Background: an optimization exercise with open tools, aiming at small area, a short achievable clock period and few clock cycles per item. Do not read the settings as production practice. The RTL was checked by simulation tests, not by an equivalence proof against the original design.

// yuv2rgb
module yuv2rgb (
    input  wire       clk,
    input  wire       rst,
    input  wire       in_valid,
    output wire       in_ready,
    input  wire [7:0] in_y,
    input  wire [7:0] in_u,
    input  wire [7:0] in_v,
    output wire       out_valid,
    input  wire       out_ready,
    output wire [7:0] out_r,
    output wire [7:0] out_g,
    output wire [7:0] out_b,
    output wire [7:0] out_luma
);
    wire adv = out_ready | ~out_valid;
    reg       sk_v;
    reg [7:0] sk_y, sk_u, sk_v8;
    assign in_ready = ~sk_v;
    always @(posedge clk) begin
        if (rst) sk_v <= 1'b0;
        else if (adv) sk_v <= 1'b0;
        else if (in_valid) sk_v <= 1'b1;
        if (!sk_v) begin sk_y <= in_y; sk_u <= in_u; sk_v8 <= in_v; end
    end
    reg       s1_v;
    reg [7:0] s1_y, s1_u, s1_vv;
    always @(posedge clk) begin
        if (rst) s1_v <= 1'b0;
        else if (adv) s1_v <= sk_v | in_valid;
        if (adv) begin
  ...
export LEC_CHECK = 0
export CAP_MARGIN = 20
export CORE_MARGIN = 2
export CORE_UTILIZATION = 40
export SLEW_MARGIN = 20
export SYNTH_HIERARCHICAL = 1
export SYNTH_MINIMUM_KEEP_SIZE = 0
create_clock -name core_clock -period 16.0 [get_ports {clk}]
run.sh (not shown) runs the stock make flow with config.mk's settings and CLKGATE_MAP_FILE= SYNTH_SCRIPT=/design/flow/synth_recipe.tcl, a recipe that flattens the netlist after the stock synthesis.
Testbench counts at the start, summed over its fixed seeds: cycles 16,024, items 16,000.
Rerun with:
==> flow/flow/run.sh (new file) <==
#!/bin/bash
# Standard ORFS layout (the standard.sh), with timing repair asked to leave
# 11 ns of setup slack at the design's 16 ns clock, so that the resizer works
# on the critical paths. Clock period, I/O constraints and all other steps are
# the standard ones.
set -euo pipefail
bash standard.sh SETUP_SLACK_MARGIN=11 finish > standard_flow.log 2>&1
==> flow/standard.sh (new file) <==
#!/bin/bash
# synth_recipe.tcl (not shown) runs the flow's synth.tcl, then flattens the netlist and writes it again
# the make line also repeats each setting of config.mk as NAME=value (left out here)
make -C /OpenROAD-flow-scripts/flow DESIGN_CONFIG=/design/flow/config.mk WORK_HOME=/design/flow/orfs CLKGATE_MAP_FILE= SYNTH_SCRIPT=/design/flow/synth_recipe.tcl "${@:-finish}"
removed: flow/run.sh
After rerunning: Hold slack is worse by 0.010 ns. Utilization rises by 2.7 points. Setup slack improved by 0.64 ns. Final cell count climbs by about 4.3%. Register-to-register slack gets better by 0.64 ns. Area after synthesis does not change. Via count rises by about 3.2%. Global-route usage came out higher by 0.76 points.

========
job 8194:
yuv2rgb, a different RTL version from the one above (not shown whole).
For scale: roughly 960 cells after synthesis, ~110 flip-flops, ~62 I/O pins, roughly 0.012 sq mm of cells after synthesis.
==> flow/design.v (excerpt) <==
module yuv2rgb (
    input  wire       clk,
    input  wire       rst,
    input  wire       in_valid,
    output wire       in_ready,
    input  wire [7:0] in_y,
    input  wire [7:0] in_u,
    input  wire [7:0] in_v,
    output wire       out_valid,
    input  wire       out_ready,
    output wire [7:0] out_r,
    output wire [7:0] out_g,
    output wire [7:0] out_b,
    output wire [7:0] out_luma
);
Settings: LEC_CHECK=0, CAP_MARGIN=20, CORE_MARGIN=2, CORE_UTILIZATION=40, SLEW_MARGIN=20, SYNTH_HIERARCHICAL=1, SYNTH_MINIMUM_KEEP_SIZE=0; clock period 16.0 ns.
standard.sh (not shown) runs the stock make flow with config.mk's settings and CLKGATE_MAP_FILE= SYNTH_SCRIPT=/design/flow/synth_recipe.tcl, a recipe that flattens the netlist after the stock synthesis.
==> flow/flow/run.sh <==
#!/bin/bash
# Standard ORFS layout (the standard.sh) with two changes in how it is made:
#  - the port buffers buffer_ports inserts are sky130_fd_sc_hd__buf_1 cells
#    (every input and output port still gets its own buffer);
#  - timing repair is asked to leave 11.0 ns of setup slack at the design's
#    16 ns clock, so the resizer works on the critical paths.
# Clock period, I/O constraints and all other steps are the standard ones.
set -euo pipefail
export BUFFER_PORTS_ARGS="-buffer_cell sky130_fd_sc_hd__buf_1"
bash standard.sh SETUP_SLACK_MARGIN=11.6 finish > standard_flow.log 2>&1
Job 8194 finished every stage and its layout cleared the timing, DRC and antenna checks.
Testbench counts of job 8194, summed over its fixed seeds: cycles 16,024, items 16,000.
## Diff of input files: job 9226 against job 8194
Settings: TNS_END_PERCENT newly set to 0.
-- flow/flow/run.sh --
<<< job 8194, line 10
bash standard.sh SETUP_SLACK_MARGIN=11.6 finish > standard_flow.log 2>&1
>>> job 9226, line 10
bash standard.sh SETUP_SLACK_MARGIN=11.8 finish > standard_flow.log 2>&1
### Flow results
- From job 8194 to job 9226 the numbers moved as follows: final area lower, post-cts repair resize count dropped about 14%.
- A start point of the critical path of s1_u[5]$_DFFE_PP_ is what job 8194 shows, while s1_u[4]$_DFFE_PP_ belongs to job 9226.
Edits applied to the flow inputs when going from job 9226 to job 2791:
Settings: CORE_UTILIZATION: 40 -> 50; TNS_END_PERCENT: 0 -> unset.
Notes after the runs:
- Job 9226 | status: complete | timing, DRC, antenna: pass
- Job 2791 completed end to end with timing, DRC and antenna clean.
- Measured against each other, job 2791 and job 9226 differ in minimum period implied by the final worst setup slack, the lower figure coming from job 2791.
- Sort job 2791 and job 9226 by die boundary width asc -> top: job 2791
- Arrival time of the worst setup path: job 9226 vs job 2791, no meaningful difference
- Relative to job 9226, the area used by multi-input combinational logic measured on job 2791 has increased slightly.
- For the number of nets in the layout, job 2791 came in 15 higher than job 9226 did.
- Design area: job 2791 vs job 9226 up 280 sq um
- Required time at the worst-slack endpoint | job 2791 above job 9226
- Data-path buffer share of cell area in the final layout: job 2791 and job 9226 compared, lower one is job 9226

========
Another version of the RTL of yuv2rgb (not shown whole).
Size: roughly 960 cells after synthesis, about 110 flip-flops, ~62 I/O pins, about 13000 um2 of cells after synthesis.
clock: 16.0 ns
lec_check: 0
cap_margin: 20
core_margin: 2
core_utilization: 40
slew_margin: 20
synth_hierarchical: 1
synth_minimum_keep_size: 0
run.sh (not shown) runs the stock make flow with config.mk's settings and CLKGATE_MAP_FILE= SYNTH_SCRIPT=/design/flow/synth_recipe.tcl, a recipe that flattens the netlist after the stock synthesis.
Stock flow here: none of the scripts above is used.
Testbench counts at the start, summed over its fixed seeds: cycles 16,024, items 16,000.
Edit:
==> flow/flow/run.sh (new file) <==
#!/bin/bash
# Standard ORFS layout (the standard.sh) with two changes in how it is made:
#  - the port buffers buffer_ports inserts are sky130_fd_sc_hd__buf_1 cells
#    (every input and output port still gets its own buffer);
#  - timing repair is asked to leave 12 ns of setup slack at the design's
#    16 ns clock, so the resizer works on the critical paths.
# Clock period, I/O constraints and all other steps are the standard ones.
set -euo pipefail
export BUFFER_PORTS_ARGS="-buffer_cell sky130_fd_sc_hd__buf_1"
bash standard.sh SETUP_SLACK_MARGIN=12 finish > standard_flow.log 2>&1
==> flow/standard.sh (new file) <==
#!/bin/bash
# synth_recipe.tcl (not shown) runs the flow's synth.tcl, then flattens the netlist and writes it again
# the make line also repeats each setting of config.mk as NAME=value (left out here)
make -C /OpenROAD-flow-scripts/flow DESIGN_CONFIG=/design/flow/config.mk WORK_HOME=/design/flow/orfs CLKGATE_MAP_FILE= SYNTH_SCRIPT=/design/flow/synth_recipe.tcl "${@:-finish}"
- CTS_BUF_LIST: unset -> sky130_fd_sc_hd__clkbuf_8
removed: flow/run.sh
=> The changed run passed the timing, DRC and antenna checks; synthesized area is unchanged; worst setup slack improved by 620 ps; cell count increases by 7.1%; via count increases by about 7%; cell area increases by 6.9%; wire length is higher by 9.6%; die area does not change.
Edit:
--- a/flow/flow/run.sh
+++ b/flow/flow/run.sh
@@ -5 +5 @@
-#  - timing repair is asked to leave 12 ns of setup slack at the design's
+#  - timing repair is asked to leave 11 ns of setup slack at the design's
@@ -10 +10 @@
-bash standard.sh SETUP_SLACK_MARGIN=12 finish > standard_flow.log 2>&1
+bash standard.sh SETUP_SLACK_MARGIN=11 finish > standard_flow.log 2>&1
The changed run completed without violations.
Synthesized area is unchanged.
Worst setup slack got worse by 160 ps.
Via count shrinks slightly.
Synthesized cell count is unchanged.
Sequential share of layout area goes up by 1.3 points.
Critical path depth shrinks by 1.
Edit:
==> flow/flow/run.sh (replaced) <==
#!/bin/bash
# Standard ORFS layout (the standard.sh), with timing repair asked to leave
# 11 ns of setup slack at the design's 16 ns clock, so that the resizer works
# on the critical paths. Clock period, I/O constraints and all other steps are
# the standard ones.
set -euo pipefail
bash standard.sh SETUP_SLACK_MARGIN=11 finish > standard_flow.log 2>&1
- CTS_BUF_LIST: sky130_fd_sc_hd__clkbuf_8 -> unset
Result:
- hold slack degrades by 12 ps
- synthesized area stays the same
- via count drops by 1.2%
- clock-buffer cell count climbs by 1
- cell area climbs by 3.6%

========
Another version of the RTL of yuv2rgb (not shown whole).
For scale: roughly 62 I/O pins, ~0.012 sq mm of cells after synthesis.
==> flow/design.v (excerpt) <==
module yuv2rgb (
    input  wire       clk,
    input  wire       rst,
    input  wire       in_valid,
    output wire       in_ready,
    input  wire [7:0] in_y,
    input  wire [7:0] in_u,
    input  wire [7:0] in_v,
    output wire       out_valid,
    input  wire       out_ready,
    output wire [7:0] out_r,
    output wire [7:0] out_g,
    output wire [7:0] out_b,
    output wire [7:0] out_luma
);
export LEC_CHECK = 0
export CAP_MARGIN = 20
export CORE_MARGIN = 2
export CORE_UTILIZATION = 40
export SLEW_MARGIN = 20
export SYNTH_HIERARCHICAL = 1
export SYNTH_MINIMUM_KEEP_SIZE = 0
create_clock -name core_clock -period 16.0 [get_ports {clk}]
standard.sh (not shown) runs the stock make flow with config.mk's settings and CLKGATE_MAP_FILE= SYNTH_SCRIPT=/design/flow/synth_recipe.tcl, a recipe that flattens the netlist after the stock synthesis.
==> flow/flow/run.sh <==
#!/bin/bash
# Standard ORFS layout (the standard.sh) with two changes in how it is made:
#  - the port buffers buffer_ports inserts are sky130_fd_sc_hd__buf_1 cells
#    (every input and output port still gets its own buffer);
#  - timing repair is asked to leave 10.5 ns of setup slack at the design's
#    16 ns clock, so the resizer works on the critical paths.
# Clock period, I/O constraints and all other steps are the standard ones.
set -euo pipefail
export BUFFER_PORTS_ARGS="-buffer_cell sky130_fd_sc_hd__buf_1"
bash standard.sh SETUP_SLACK_MARGIN=10.5 finish > standard_flow.log 2>&1
Testbench counts at the start, summed over its fixed seeds: cycles 16,024, items 16,000.
Rerun with:
--- a/flow/flow/run.sh
+++ b/flow/flow/run.sh
@@ -4,3 +4,3 @@
 #    (every input and output port still gets its own buffer);
-#  - timing repair is asked to leave 10.5 ns of setup slack at the design's
+#  - timing repair is asked to leave 11.0 ns of setup slack at the design's
 #    16 ns clock, so the resizer works on the critical paths.
@@ -9,2 +9,2 @@
 export BUFFER_PORTS_ARGS="-buffer_cell sky130_fd_sc_hd__buf_1"
-bash standard.sh SETUP_SLACK_MARGIN=10.5 finish > standard_flow.log 2>&1
+bash standard.sh SETUP_SLACK_MARGIN=11.0 finish > standard_flow.log 2>&1
What happened: The changed run completed without violations; cell area grows by 2.5%; via count grows by 3.9%; worst setup slack improved by 0.35 ns; count of clock-buffer cells in the layout is unchanged; sequential share of layout area shrinks by 0.55 points; register-to-register slack improved by 0.35 ns; utilization grows by 1.1 points.

========
build 63:
yuv2rgb, a different RTL version from the one above (not shown whole).
For scale: roughly 1000 cells after synthesis, about 62 I/O pins, roughly 13000 um^2 of cells after synthesis.
Settings: LEC_CHECK=0, CAP_MARGIN=20, CORE_MARGIN=2, CORE_UTILIZATION=40, SLEW_MARGIN=20, SYNTH_HIERARCHICAL=1, SYNTH_MINIMUM_KEEP_SIZE=0, TNS_END_PERCENT=10; clock period 16.0 ns.
==> flow/flow/run.sh <==
#!/bin/bash
# Standard ORFS layout (the standard.sh) with two changes in how it is made:
#  - the port buffers buffer_ports inserts are sky130_fd_sc_hd__buf_1 cells
#    (every input and output port still gets its own buffer);
#  - timing repair is asked to leave 11.0 ns of setup slack at the design's
#    16 ns clock, so the resizer works on the critical paths.
# Clock period, I/O constraints and all other steps are the standard ones.
set -euo pipefail
export BUFFER_PORTS_ARGS="-buffer_cell sky130_fd_sc_hd__buf_1"
bash standard.sh SETUP_SLACK_MARGIN=11.7 finish > standard_flow.log 2>&1
Build 63 has completed all stages; timing, DRC and antenna checks passed.
Testbench counts of build 63, summed over its fixed seeds: cycles 16,024, items 16,000.
What trial 48 does differently from build 63 at the input level:
==> flow/flow/run.sh <==
#!/bin/bash
# Standard ORFS layout (the standard.sh) with these changes in how it is made:
#  - the port buffers buffer_ports inserts are sky130_fd_sc_hd__buf_1 cells
#    (every input and output port still gets its own buffer);
#  - clock tree synthesis runs with its standard options but without dummy loads;
#  - timing repair is asked to leave 11.8 ns of setup slack at the design's
#    16 ns clock, so the resizer works on the critical paths.
# Clock period, I/O constraints and all other steps are the standard ones.
# make's output goes to standard_flow.log; each ORFS step keeps its own log
# under orfs/logs/.
set -euo pipefail
export BUFFER_PORTS_ARGS="-buffer_cell sky130_fd_sc_hd__buf_1"
export CTS_ARGS="-sink_clustering_enable -repair_clock_nets -dont_use_dummy_load"
bash standard.sh SETUP_SLACK_MARGIN=11.8 finish > standard_flow.log 2>&1
Notes after the runs:
- Trial 48 completed every stage of the flow, and the final layout passed the timing, DRC and antenna checks.
- Delta (trial 48 minus build 63): achievable clock frequency higher, clock-cell share of area lower, fraction of area in registers roughly the same, share of final layout cell area taken by non-clock buffers higher.
- In trial 48 relative to build 63, average detailed-routed wire length per instance had gone up slightly.
- For clock transition at the registers of the reported paths, trial 48 and build 63 come out practically identical.
- Of build 63 and trial 48, the higher number of gates resized after cts belongs to trial 48.
- In the final reports, the cell area of trial 48 is larger than that of build 63.

========
the reference run:
yuv2rgb with an RTL version that a note above also has.
Size in the first run: roughly 960 cells after synthesis, ~110 flip-flops, roughly 62 I/O pins.
==> flow/config.mk <==
export PLATFORM = sky130hd
export DESIGN_NAME = yuv2rgb
export DESIGN_NICKNAME = yuv2rgb
export VERILOG_FILES = /design/flow/design.v
export SDC_FILE = /design/flow/constraint.sdc
export NUM_CORES = 4
export LEC_CHECK = 0
export CAP_MARGIN = 20
export CORE_MARGIN = 2
export CORE_UTILIZATION = 40
export SLEW_MARGIN = 20
export SYNTH_HIERARCHICAL = 1
export SYNTH_MINIMUM_KEEP_SIZE = 0
==> flow/constraint.sdc <==
create_clock -name core_clock -period 16.0 [get_ports {clk}]
set_input_delay 3.2000 -clock core_clock [delete_from_list [all_inputs] [get_ports {clk}]]
set_output_delay 3.2000 -clock core_clock [all_outputs]
set_load 0.01 [all_outputs]
==> flow/flow/run.sh <==
#!/bin/bash
# Standard ORFS layout (the standard.sh) with two changes in how it is made:
#  - the port buffers buffer_ports inserts are sky130_fd_sc_hd__buf_1 cells
#    (every input and output port still gets its own buffer);
#  - timing repair is asked to leave 11.0 ns of setup slack at the design's
#    16 ns clock, so the resizer works on the critical paths.
# Clock period, I/O constraints and all other steps are the standard ones.
set -euo pipefail
export BUFFER_PORTS_ARGS="-buffer_cell sky130_fd_sc_hd__buf_1"
bash standard.sh SETUP_SLACK_MARGIN=11.8 finish > standard_flow.log 2>&1
Testbench counts of the reference run, summed over its fixed seeds: cycles 16,024, items 16,000.
Input changes introduced in the trial run (baseline for comparison: the reference run):
Settings: setting TNS_END_PERCENT to 5 for the first time.
-- flow/flow/run.sh --
<<< the reference run, line 9
export BUFFER_PORTS_ARGS="-buffer_cell sky130_fd_sc_hd__buf_1"
bash standard.sh SETUP_SLACK_MARGIN=11.8 finish > standard_flow.log 2>&1
>>> the trial run, line 9
export BUFFER_PORTS_ARGS="-buffer_cell sky130_fd_sc_hd__buf_1"
bash standard.sh SETUP_SLACK_MARGIN=12.0 finish > standard_flow.log 2>&1
==> results.txt <==
The trial run | status: complete | timing, DRC, antenna: pass. The utilization after layout number comes out lower for the trial run vs the reference run. Looking at the reference run and the trial run, the total instance count after detailed placement is a wash. A startpoint of the worst setup timing path of s1_u[4] is what the trial run shows, while s2_r[2] belongs to the reference run. Against the reference run, the final cell area of the trial run is lower. The trial run -> the reference run: count of multi-input combinational gates flat. Compared with the reference run, number of fill cells in the trial run increased slightly.

[separate check: timing with driven ports]
The flow's constraints put no driver on any port. The routed layouts listed below were extracted and timed again, unchanged, in two steps.
Step 1 (the two cells are an assumption about what drives the block):
set clk [get_ports {clk}]
set_driving_cell -lib_cell sky130_fd_sc_hd__clkbuf_16 $clk
set_driving_cell -lib_cell sky130_fd_sc_hd__buf_2 [delete_from_list [all_inputs] $clk]
Step 2 times the ports against the registers' clock, not the clock port: input delays grow and output delays shrink by t, the midpoint of the rising clock arrivals with the driver on.
Slacks: ideal ports / drivers / drivers and shift; pairs: ideal ports / drivers.
run	shift t [ns]	setup slack, ns	hold WS [ns]	worst setup path after step 2	worst data-port slew with drivers (ns)
the first run of note 1	0.409	9.816 / 9.816 / 9.816	0.456 / 0.456 / 0.456	register to register	0.04
the second run of note 1	0.400	10.456 / 10.456 / 10.456	0.446 / 0.446 / 0.446	register to register	0.04
job 8194	0.405	11.453 / 11.453 / 11.453	0.460 / 0.460 / 0.460	register to register	0.04
job 9226	0.405	11.487 / 11.487 / 11.487	0.463 / 0.463 / 0.463	register to register	0.04
job 2791	0.413	11.517 / 11.517 / 11.517	0.465 / 0.465 / 0.465	register to register	0.04
the first run of note 3	0.405	10.671 / 10.671 / 10.671	0.456 / 0.456 / 0.456	register to register	0.05
the second run of note 3	0.433	11.291 / 11.291 / 11.291	0.446 / 0.446 / 0.446	register to register	0.05
the third run of note 3	0.434	11.132 / 11.132 / 11.132	0.466 / 0.466 / 0.466	register to register	0.05
the fourth run of note 3	0.405	11.128 / 11.121 / 11.128	0.455 / 0.455 / 0.455	register to register	0.05
the first run of note 4	0.410	10.719 / 10.719 / 10.719	0.461 / 0.461 / 0.461	register to register	0.05
the second run of note 4	0.412	11.069 / 11.069 / 11.069	0.460 / 0.460 / 0.460	register to register	0.05
build 63	0.398	11.756 / 11.756 / 11.430	0.467 / 0.467 / 0.467	input to register	0.04
trial 48	0.395	11.782 / 11.782 / 11.412	0.465 / 0.465 / 0.465	input to register	0.04
the reference run	0.410	11.513 / 11.513 / 11.513	0.466 / 0.466 / 0.466	register to register	0.04
the trial run	0.397	11.460 / 11.460 / 11.374	0.473 / 0.473 / 0.473	input to register	0.04
After both steps every run listed still meets setup and hold. For trial 48, which loses most, drivers alone change the setup slack by 0.000 ns; drivers and shift together by -0.370 ns.
